This is an optimization exercise on Yosys and OpenROAD, whose aim is small area, not a production implementation. Only simulation tests tie the RTL to the original design; equivalence was not proved. No activity file was given, so power comes from the tool's default toggle rates.

Setup of main:
==> flow/design.v (excerpt) <==
module rab (
    input  wire        clk,
    input  wire        rst,
    input  wire        sub_valid,
    input  wire        sub_ctx,
    input  wire [31:0] sub_cmd,
    input  wire [31:0] sub_arg0,
    input  wire [31:0] sub_arg1,
    output wire [1:0]  busy,
    output wire [1:0]  done,
    output wire [2:0]  status0,
    output wire [31:0] result0,
    output wire [2:0]  status1,
    output wire [31:0] result1,
    output reg         bus_req,
    output reg         bus_we,
    output reg  [31:0] bus_addr,
    output reg  [31:0] bus_wdata,
    input  wire        bus_ack,
    input  wire [31:0] bus_rdata,
    input  wire        bus_err,
    output reg         irq_valid,
    output reg  [7:0]  irq_num,
    output reg  [2:0]  irq_prio,
    output reg         ntf_valid,
    output reg  [31:0] ntf_token
);
clock: 12.0 ns
lec_check: 0
cap_margin: 20
core_margin: 2
core_utilization: 30
cts_buf_list: sky130_fd_sc_hd__clkbuf_8
cts_cluster_diameter: 60
cts_cluster_size: 16
place_density: 0.6
slew_margin: 20
standard.sh (not shown) runs the stock make flow with config.mk's settings and CLKGATE_MAP_FILE= SYNTH_SCRIPT=/design/flow/synth_recipe.tcl, a recipe that flattens the netlist after the stock synthesis.
==> flow/flow/run.sh <==
#!/bin/bash
set -euo pipefail
bash standard.sh "BUFFER_PORTS_ARGS=-buffer_cell sky130_fd_sc_hd__buf_1" finish > flow_standard.log 2>&1
main did not stop at any stage, and its layout met the timing, design-rule and antenna checks.
Relative to main, the following input files were edited for the feature branch:
--- a/flow/design.v
+++ b/flow/design.v
@@ -45,21 +45,21 @@
     reg [31:0] x0_0, x0_1;          
     reg [31:0] x1_0, x1_1;          
     reg [31:0] lt_0, lt_1;          
     reg [3:0]  stp0, stp1;
     reg        ph0, ph1;
     reg [1:0]  sbc0, sbc1;          
     reg        lock0;               
     wire [47:0]  g_ok;
     wire [23:0]  t_ok;              
     wire [23:0]  t_armp;            
-    wire [23:0]  t_uc;              
+    wire [11:0]  t_uc;              
     wire [23:0]  t_ub;              
     wire [47:0]  t_code;            
     wire [767:0] t_cb;              
     assign busy    = {act1, act0};
     assign done    = {done1, done0};
     assign status0 = st0_r;
     assign status1 = st1_r;
     assign result0 = res0_r;
     assign result1 = res1_r;
     function [1:0] mode_code;
@@ -159,22 +159,22 @@
     wire [1:0] k_use = cmd0[8:7];
     wire a_gbusy = k_gi && (cmd0[12:7] == a_gidx);
     wire a_gok   = g_ok[a_gidx];
     wire a_bsame = k_tc && (k_blk == a_blk);
     wire a_busyA = a_bsame && (k_use != U_B);
     wire a_busyB = a_bsame && (k_use != U_A);
     wire a_busy0 = (a_use == U_B) ? a_busyB : a_busyA;
     wire       a_okA  = t_ok[a_tA];
     wire       a_okB  = t_ok[a_tB];
     wire       a_ok0  = t_ok[a_t0];
-    wire [1:0] a_usA  = t_uc[a_tA] ? U_C : U_A;
-    wire [1:0] a_usB  = t_uc[a_tB] ? U_C : t_ub[a_tB] ? U_B : U_A;
+    wire [1:0] a_usA  = t_uc[a_blk] ? U_C : U_A;
+    wire [1:0] a_usB  = t_uc[a_blk] ? U_C : t_ub[a_tB] ? U_B : U_A;
     wire [1:0] a_us0  = (a_use == U_B) ? a_usB : a_usA;
     wire a_exists = !a_busy0 && a_ok0 && (a_us0 == a_use);
     wire a_conflict =
         (a_use != U_C) ? (a_busy0 || (a_ok0 && a_us0 != a_use))
                        : (a_busyA || a_busyB ||
                           (a_okA && a_usA != U_C) ||
                           (a_okB && a_usB != U_C));
     reg       a_end;
     reg [2:0] a_status;
     always @* begin
@@ -554,49 +554,55 @@
                 reg ok;
                 assign g_ok[g] = ok;
                 always @(posedge clk) begin
                     if (rst)
                         ok <= 1'b0;
                     else if (e_end && e_gi && c_gidx == g)
                         ok <= !e_err;
                 end
             end
         end
+        for (g = 0; g < 12; g = g + 1) begin : tb
+            reg uc;
+            assign t_uc[g] = uc;
+            always @(posedge clk) begin
+                if (e_err && e_tc && c_blk == g)
+                    uc <= 1'b0;
+                else if (a_tcfg && a_blk == g)
+                    uc <= (a_use == U_C);
+            end
+        end
         for (g = 0; g < 24; g = g + 1) begin : tl
             reg [31:0] cb;
             reg [1:0]  code;
-            reg        ok, armp, uc, ub;
+            reg        ok, armp, ub;
             assign t_cb[g*32 +: 32] = cb;
             assign t_code[g*2 +: 2] = code;
             assign t_ok[g]   = ok;
             assign t_armp[g] = armp;
-            assign t_uc[g]   = uc;
             assign t_ub[g]   = ub;
             wire a_cov = (a_blk == g / 2) &&
                          ((g % 2 == 0) ? (a_use != U_B) : (a_use != U_A));
             wire c_cov = (c_blk == g / 2) &&
                          ((g % 2 == 0) ? (c_use != U_B) : (c_use != U_A));
             wire e_wr  = c_cov && ((e_end && e_tc) || (e_fin && e_ta));
             always @(posedge clk) begin
                 if (a_tarmp && a_cov)
                     cb <= sub_arg0;
                 if (e_err && e_tc && c_cov)
                     code <= 2'd0;
                 else if (a_tcfg && a_cov)
                     code <= mode_code(a_mode);
-                if (e_err && e_tc && c_cov) begin
-                    uc <= 1'b0;
+                if (e_err && e_tc && c_cov)
                     ub <= 1'b0;
-                end else if (a_tcfg && a_cov) begin
-                    uc <= (a_use == U_C);
+                else if (a_tcfg && a_cov)
                     ub <= (g % 2 == 1) && (a_use == U_B);
-                end
                 if (e_wr)
                     armp <= 1'b0;
                 else if (a_tcfg && a_cov)
                     armp <= 1'b0;
                 else if (a_tarmp && a_cov)
                     armp <= 1'b1;
                 if (rst)
                     ok <= 1'b0;
                 else if (e_wr)
                     ok <= !e_err;
--- outcome ---
- Register count in the feature branch is lower than in main.
- Between the feature branch and main, it is the feature branch whose number of well-tap cells placed is lower, by 0.65%.
- The feature branch vs. main: worst hold slack after final layout held; clock distribution area overhead in the final layout climbed 0.18 points; net switching power now larger; via count of the first global-routing pass -987; first-iteration DRC count +89.
- Status: portion of total power attributed to combinational logic parity (main, the feature branch)
- The higher slack of the critical path came out of main.
- The relative slew slack in the feature branch sits 0.82 points below the value recorded for main.
- Relative to main, clock-buffer cell count has gone up in the feature branch.

## what the ideal ports hide
Ports are ideal in the flow. The routed layouts listed here were re-timed in OpenROAD. Step 1 (the two cells are an assumption about what drives the block):
set clk [get_ports {clk}]
set_driving_cell -lib_cell sky130_fd_sc_hd__clkbuf_16 $clk
set_driving_cell -lib_cell sky130_fd_sc_hd__buf_2 [delete_from_list [all_inputs] $clk]
Step 2, shift: input delay + t, output delay - t, t = (earliest + latest rising clock arrival at the registers) / 2. This alone moves slack from input paths to output paths. Slacks: ideal ports / drivers / drivers and shift; pairs: ideal ports / drivers.
run	shift t [ns]	setup WS [ns]	hold slack, ns	worst slew at a driven data input, ns
main	0.941	1.025 / 0.942 / 1.883	0.462 / 0.462 / 0.462	0.13
the feature branch	0.925	0.750 / 0.678 / 1.604	0.463 / 0.463 / 0.463	0.20
After both steps every run listed still meets setup and hold.
